Context: an optimization exercise on an open-source flow, tuned for small area, a short achievable clock period and few clock cycles per item. The choices shown serve that exercise and are no tape-out recipe. Function was checked by simulation only, so behaviour that the tests miss may differ from the original.

==> module fp_div, before the edit <==
module fp_div #(
    parameter R = 5,
    parameter K = 5
) (
    input  wire              clk,
    input  wire              rst,
    input  wire              start,
    input  wire [23:0]       na,       
    input  wire [23:0]       nb,       
    input  wire signed [9:0] ee,       
    input  wire signed [6:0] el,       
    input  wire              sign,
    output wire              busy,     
    output wire              busy_nx,  
    output wire [31:0]       y
);
    localparam N = R * K;              
    wire             ba, bb, bna, bnb, la, lb;
    wire [27:0]      sa, ca, sb, cb;
    wire [23:0]      dva, dvb;
    wire signed [9:0] exa, exb;
    wire             sga, sgb;
    wire [N-1:0]     qpa, qna, qpb, qnb;
    wire             sta = start && !ba;
    wire             stb = start && ba;
    assign busy    = ba && bb;
    assign busy_nx = bna && bnb;
    fp_div_it #(.R(R), .K(K)) u_a (
        .clk(clk), .rst(rst), .start(sta), .na(na), .nb(nb), .ee(ee), .el(el), .sign(sign),
        .busy(ba), .busy_nx(bna), .last(la), .s(sa), .c(ca), .dv(dva), .ex(exa), .sg(sga),
        .qp(qpa), .qn(qna)
    );
    fp_div_it #(.R(R), .K(K)) u_b (
        .clk(clk), .rst(rst), .start(stb), .na(na), .nb(nb), .ee(ee), .el(el), .sign(sign),
        .busy(bb), .busy_nx(bnb), .last(lb), .s(sb), .c(cb), .dv(dvb), .ex(exb), .sg(sgb),
        .qp(qpb), .qn(qnb)
    );
    reg [27:0]       wsf, wcf;
    reg [23:0]       dvf;
    reg signed [9:0] exf;
    reg              sgf;
    reg              selb;             
    always @(posedge clk) begin
        if (la || lb) begin
            wsf <= la ? sa : sb;
            wcf <= la ? ca : cb;
            dvf <= la ? dva : dvb;
            exf <= la ? exa : exb;
            sgf <= la ? sga : sgb;
        end
        selb <= lb;
    end
    wire [N-1:0] qp = selb ? qpb : qpa;
    wire [N-1:0] qn = selb ? qnb : qna;
    reg [N-1:0]       p1q0, p1q1;
    reg               p1neg, p1nz, p1nzd, p1dh, p1dl;
    reg [4:0]         p1rh, p1rl;
    reg signed [10:0] p1bh, p1bl;
    reg               p1sg;
    wire [27:0] ddv = {3'b000, dvf, 1'b0};
    wire [27:0] w   = wsf + wcf;
    wire signed [10:0] bh  = $signed({exf[9], exf}) + 11'sd127;
    wire signed [10:0] bl  = $signed({exf[9], exf}) + 11'sd126;
    wire signed [10:0] rh  = 11'sd1 - bh;
    wire signed [10:0] rl  = 11'sd1 - bl;
    always @(posedge clk) begin
        p1q0  <= qp - qn;
        p1q1  <= qp + ~qn;
        p1neg <= w[27];
        p1nz  <= (w != 28'd0);
        p1nzd <= ((wsf + wcf + ddv) != 28'd0);
        p1dh  <= (bh <= 11'sd0);
        p1dl  <= (bl <= 11'sd0);
        p1rh  <= (bh > 11'sd0) ? 5'd0 : (rh > 11'sd31) ? 5'd31 : rh[4:0];
        p1rl  <= (bl > 11'sd0) ? 5'd0 : (rl > 11'sd31) ? 5'd31 : rl[4:0];
        p1bh  <= bh;
        p1bl  <= bl;
        p1sg  <= sgf;
    end
    wire [N-1:0] p2q  = p1neg ? p1q1 : p1q0;
    wire         p2st = p1neg ? p1nzd : p1nz;
    wire         hi   = p2q[N-1];
    wire [N+1:0] p2x  = {p2q, 2'b00};
    wire [25:0]  p2m  = hi ? p2x[N+1:N-24] : p2x[N:N-25];
    wire         p2lo = hi ? |p2x[N-25:0] : |p2x[N-26:0];
    fp_rnd u_rnd (
        .sign(p1sg), .be(hi ? p1bh : p1bl), .den(hi ? p1dh : p1dl), .rs(hi ? p1rh : p1rl),
        .m(p2m), .sticky(p2st | p2lo), .y(y)
    );
endmodule
clock: 17.0 ns
lec_check: 0
abc_clock_period_in_ps: 4000
cap_margin: 20
core_margin: 2
core_utilization: 62
slew_margin: 20
run.sh (not shown) runs the stock make flow with config.mk's settings and CLKGATE_MAP_FILE= SYNTH_SCRIPT=/design/flow/synth_recipe.tcl, a recipe that flattens the netlist after the stock synthesis.
Testbench counts at the start, summed over its fixed seeds: cycles 10,382, items 9,600.
Rerun with:
--- a/flow/design.v
+++ b/flow/design.v
@@ -2205,39 +2205,40 @@
             sgf <= la ? sga : sgb;
         end
         selb <= lb;
     end
     wire [N-1:0] qp = selb ? qpb : qpa;
     wire [N-1:0] qn = selb ? qnb : qna;
-    reg [N-1:0]       p1q0, p1q1;
-    reg               p1neg, p1nz, p1nzd, p1dh, p1dl;
+    reg [N-1:0]       p1q;
+    reg               p1st, p1dh, p1dl;
     reg [4:0]         p1rh, p1rl;
     reg signed [10:0] p1bh, p1bl;
     reg               p1sg;
     wire [27:0] ddv = {3'b000, dvf, 1'b0};
     wire [27:0] w   = wsf + wcf;
+    wire [27:0] t3s = wsf ^ wcf ^ ddv;
+    wire [27:0] t3m = (wsf & wcf) | ((wsf | wcf) & ddv);
+    wire [27:0] t3c = {t3m[26:0], 1'b0};
     wire signed [10:0] bh  = $signed({exf[9], exf}) + 11'sd127;
     wire signed [10:0] bl  = $signed({exf[9], exf}) + 11'sd126;
     wire signed [10:0] rh  = 11'sd1 - bh;
     wire signed [10:0] rl  = 11'sd1 - bl;
     always @(posedge clk) begin
-        p1q0  <= qp - qn;
-        p1q1  <= qp + ~qn;
-        p1neg <= w[27];
-        p1nz  <= (w != 28'd0);
-        p1nzd <= ((wsf + wcf + ddv) != 28'd0);
+        p1q   <= w[27] ? qp + ~qn : qp - qn;
+        p1st  <= w[27] ? ((t3s ^ t3c) != {t3s[26:0] | t3c[26:0], 1'b0})
+                       : ((wsf ^ wcf) != {wsf[26:0] | wcf[26:0], 1'b0});
         p1dh  <= (bh <= 11'sd0);
         p1dl  <= (bl <= 11'sd0);
         p1rh  <= (bh > 11'sd0) ? 5'd0 : (rh > 11'sd31) ? 5'd31 : rh[4:0];
         p1rl  <= (bl > 11'sd0) ? 5'd0 : (rl > 11'sd31) ? 5'd31 : rl[4:0];
         p1bh  <= bh;
         p1bl  <= bl;
         p1sg  <= sgf;
     end
-    wire [N-1:0] p2q  = p1neg ? p1q1 : p1q0;
-    wire         p2st = p1neg ? p1nzd : p1nz;
+    wire [N-1:0] p2q  = p1q;
+    wire         p2st = p1st;
     wire         hi   = p2q[N-1];
     wire [N+1:0] p2x  = {p2q, 2'b00};
     wire [25:0]  p2m  = hi ? p2x[N+1:N-24] : p2x[N:N-25];
     wire         p2lo = hi ? |p2x[N-25:0] : |p2x[N-26:0];
     fp_rnd u_rnd (
         .sign(p1sg), .be(hi ? p1bh : p1bl), .den(hi ? p1dh : p1dl), .rs(hi ? p1rh : p1rl),
- cell count decreases by 1.4%
- setup slack got worse by 0.80 ns
- clock-buffer cell count decreases by 21
- clock skew increases by 0.015 ns
- utilization decreases by 0.58 points
- synthesized area decreases by 0.65%
Testbench counts after the change, summed over its fixed seeds: cycles 10,382, items 9,600.


Another version of the RTL of fpu (not shown whole).
For scale: about 9,100 cells after synthesis, ~1,300 flip-flops, ~87,000 um2 of cells after synthesis.
make LEC_CHECK=0 ABC_CLOCK_PERIOD_IN_PS=4000 CAP_MARGIN=20 CORE_MARGIN=2 CORE_UTILIZATION=62 SLEW_MARGIN=20 finish   # period 17.0 ns
Testbench counts at the start, summed over its fixed seeds: cycles 10,390, items 9,600.
Next try:
--- a/flow/design.v
+++ b/flow/design.v
@@ -29,23 +29,25 @@
             y = {sign, r[24] ? be1[7:0] : be[7:0], r[22:0]};
     end
 endmodule
 module fp_add_align (
     input  wire [31:0] a,
     input  wire [31:0] b,
+    input  wire        aez,      
+    input  wire        bez,
     output wire [23:0] m1,       
     output reg  [26:0] m2al,     
     output wire [7:0]  e1,       
     output wire        sres,
     output wire        effsub
 );
     wire [7:0] ea = a[30:23], eb = b[30:23];
-    wire [7:0] eaf = (ea == 8'd0) ? 8'd1 : ea;
-    wire [7:0] ebf = (eb == 8'd0) ? 8'd1 : eb;
-    wire [23:0] ma = {ea != 8'd0, a[22:0]};
-    wire [23:0] mb = {eb != 8'd0, b[22:0]};
+    wire [7:0] eaf = {ea[7:1], ea[0] | aez};
+    wire [7:0] ebf = {eb[7:1], eb[0] | bez};
+    wire [23:0] ma = {!aez, a[22:0]};
+    wire [23:0] mb = {!bez, b[22:0]};
     wire swap = a[30:0] < b[30:0];
     wire [8:0] dab = {1'b0, eaf} - {1'b0, ebf};
     wire [8:0] dba = {1'b0, ebf} - {1'b0, eaf};
     wire [4:0] sab = dab[4:0];
     wire [4:0] sba = dba[4:0];
     wire       bab = |dab[7:5];
@@ -2378,19 +2380,20 @@
     output reg         fault
 );
     localparam [3:0] OP_ADD = 4'd0, OP_SUB = 4'd1, OP_MUL = 4'd2, OP_DIV = 4'd3,
                      OP_XOR = 4'd4, OP_AND = 4'd5, OP_FROMBITS = 4'd6,
                      OP_TOBITS = 4'd7, OP_FLIPSIGN = 4'd12;
     localparam [31:0] QNAN = 32'h7FC00000;
-    localparam K = 9;                
-    localparam R = 3;                
+    localparam K = 13;               
+    localparam R = 2;                
     localparam NDL = K - 1;          
     reg        v0;
     reg [3:0]  op0;
     reg [31:0] a0, b0;
     reg        div0;
+    reg        aez0, bez0;       
     wire       div_busy, div_busy_nx;
     reg        v1, div1;
     wire       go0 = v0 && (!div0 || !div_busy);
     reg        rdy, rdy_port;    
     assign in_ready = rdy_port;
     wire       nv0   = rdy ? in_valid : v0;
@@ -2409,12 +2412,14 @@
         end
         if (rdy) begin
             op0  <= op;
             a0   <= a;
             b0   <= b;
             div0 <= (op == OP_DIV);
+            aez0 <= (a[30:23] == 8'd0);
+            bez0 <= (b[30:23] == 8'd0);
         end
     end
     wire is_add = (op0 == OP_ADD) || (op0 == OP_SUB);
     wire is_mul = (op0 == OP_MUL);
     wire is_div = div0;
     wire [31:0] bf = (op0 == OP_SUB) ? {~b0[31], b0[30:0]} : b0;
@@ -2467,20 +2472,20 @@
             default:                ey_fault = 1'b1;
         endcase
     end
     wire [23:0] na, nb;
     wire [4:0] lza, lzb;
     wire [7:0] efa, efb;
-    fp_prenorm u_pna (.e(ea), .f(a0[22:0]), .n(na), .lz(lza), .ef(efa));
-    fp_prenorm u_pnb (.e(eb), .f(b0[22:0]), .n(nb), .lz(lzb), .ef(efb));
+    fp_prenorm u_pna (.e(ea), .ez(aez0), .f(a0[22:0]), .n(na), .lz(lza), .ef(efa));
+    fp_prenorm u_pnb (.e(eb), .ez(bez0), .f(b0[22:0]), .n(nb), .lz(lzb), .ef(efb));
     wire [23:0] am1;
     wire [26:0] am2;
     wire [7:0]  ae1;
     wire        asres, aeffsub;
     fp_add_align u_aal (
-        .a(a0), .b(bf), .m1(am1), .m2al(am2), .e1(ae1), .sres(asres), .effsub(aeffsub)
+        .a(a0), .b(bf), .aez(aez0), .bez(bez0), .m1(am1), .m2al(am2), .e1(ae1), .sres(asres), .effsub(aeffsub)
     );
     wire [31:0] div_y;
     fp_div #(.R(R), .K(K)) u_div (
         .clk(clk), .rst(rst), .start(go0 && div0),
         .na(na), .nb(nb),
         .ee($signed({2'd0, efa}) - $signed({2'd0, efb})),
@@ -2601,23 +2606,24 @@
         y     <= dl_d[NDL] ? div_y : dl_y[NDL];
         fault <= dl_f[NDL];
     end
 endmodule
 module fp_prenorm (
     input  wire [7:0]  e,
+    input  wire        ez,       
     input  wire [22:0] f,
     output wire [23:0] n,
     output reg  [4:0]  lz,
     output wire [7:0]  ef        
 );
     integer i;
     always @* begin
         lz = 5'd0;
-        if (e == 8'd0) begin
+        if (ez) begin
             lz = 5'd24;
             for (i = 0; i < 23; i = i + 1)
                 if (f[i]) lz = 23 - i;
         end
     end
-    assign n  = {e != 8'd0, f} << lz;
-    assign ef = (e == 8'd0) ? 8'd1 : e;
+    assign n  = {!ez, f} << lz;
+    assign ef = {e[7:1], e[0] | ez};
 endmodule
=> Wire length came out higher slightly. Worst setup slack improved by 0.71 ns. Synthesized area came out lower slightly. Worst hold slack got worse by 0.018 ns. Cell area is about the same. Fmax came out higher by roughly a tenth. Clock skew came out higher by 0.0048 ns. Non-clock buffer count came out higher by 8.
Testbench counts after the change, summed over its fixed seeds: cycles 11,405, items 9,600.

-- what the ideal ports hide --
In the flow no input, the clock included, has a driving cell. The finished layouts below were timed again as built, in two steps. Step 1 (the two cells are an assumption about what drives the block):
set clk [get_ports {clk}]
set_driving_cell -lib_cell sky130_fd_sc_hd__clkbuf_16 $clk
set_driving_cell -lib_cell sky130_fd_sc_hd__buf_2 [delete_from_list [all_inputs] $clk]
Step 2 moves the port delays by t, midway between the first and last clock arrival at a register: inputs arrive t later, outputs are due t later. That takes back most of the time a late clock gives input paths. a / b / c = ideal / step 1 / step 2; a / b = the first two.
run | t (ns) | setup slack, ns | hold WS [ns] | worst setup path at the end | pins driven straight from the clock port
the first run of note 1 | 0.875 | 10.366 / 10.366 / 10.366 | 0.291 / 0.291 / 0.291 | register to register | 1
the second run of note 1 | 0.849 | 9.571 / 9.571 / 9.571 | 0.268 / 0.268 / 0.268 | register to register | 1
the first run of note 2 | 0.851 | 11.034 / 11.034 / 11.034 | 0.301 / 0.301 / 0.301 | register to register | 1
the second run of note 2 | 0.889 | 11.747 / 11.664 / 11.837 | 0.283 / 0.283 / 0.283 | register to register | 1
After both steps setup and hold are still met in every run listed.
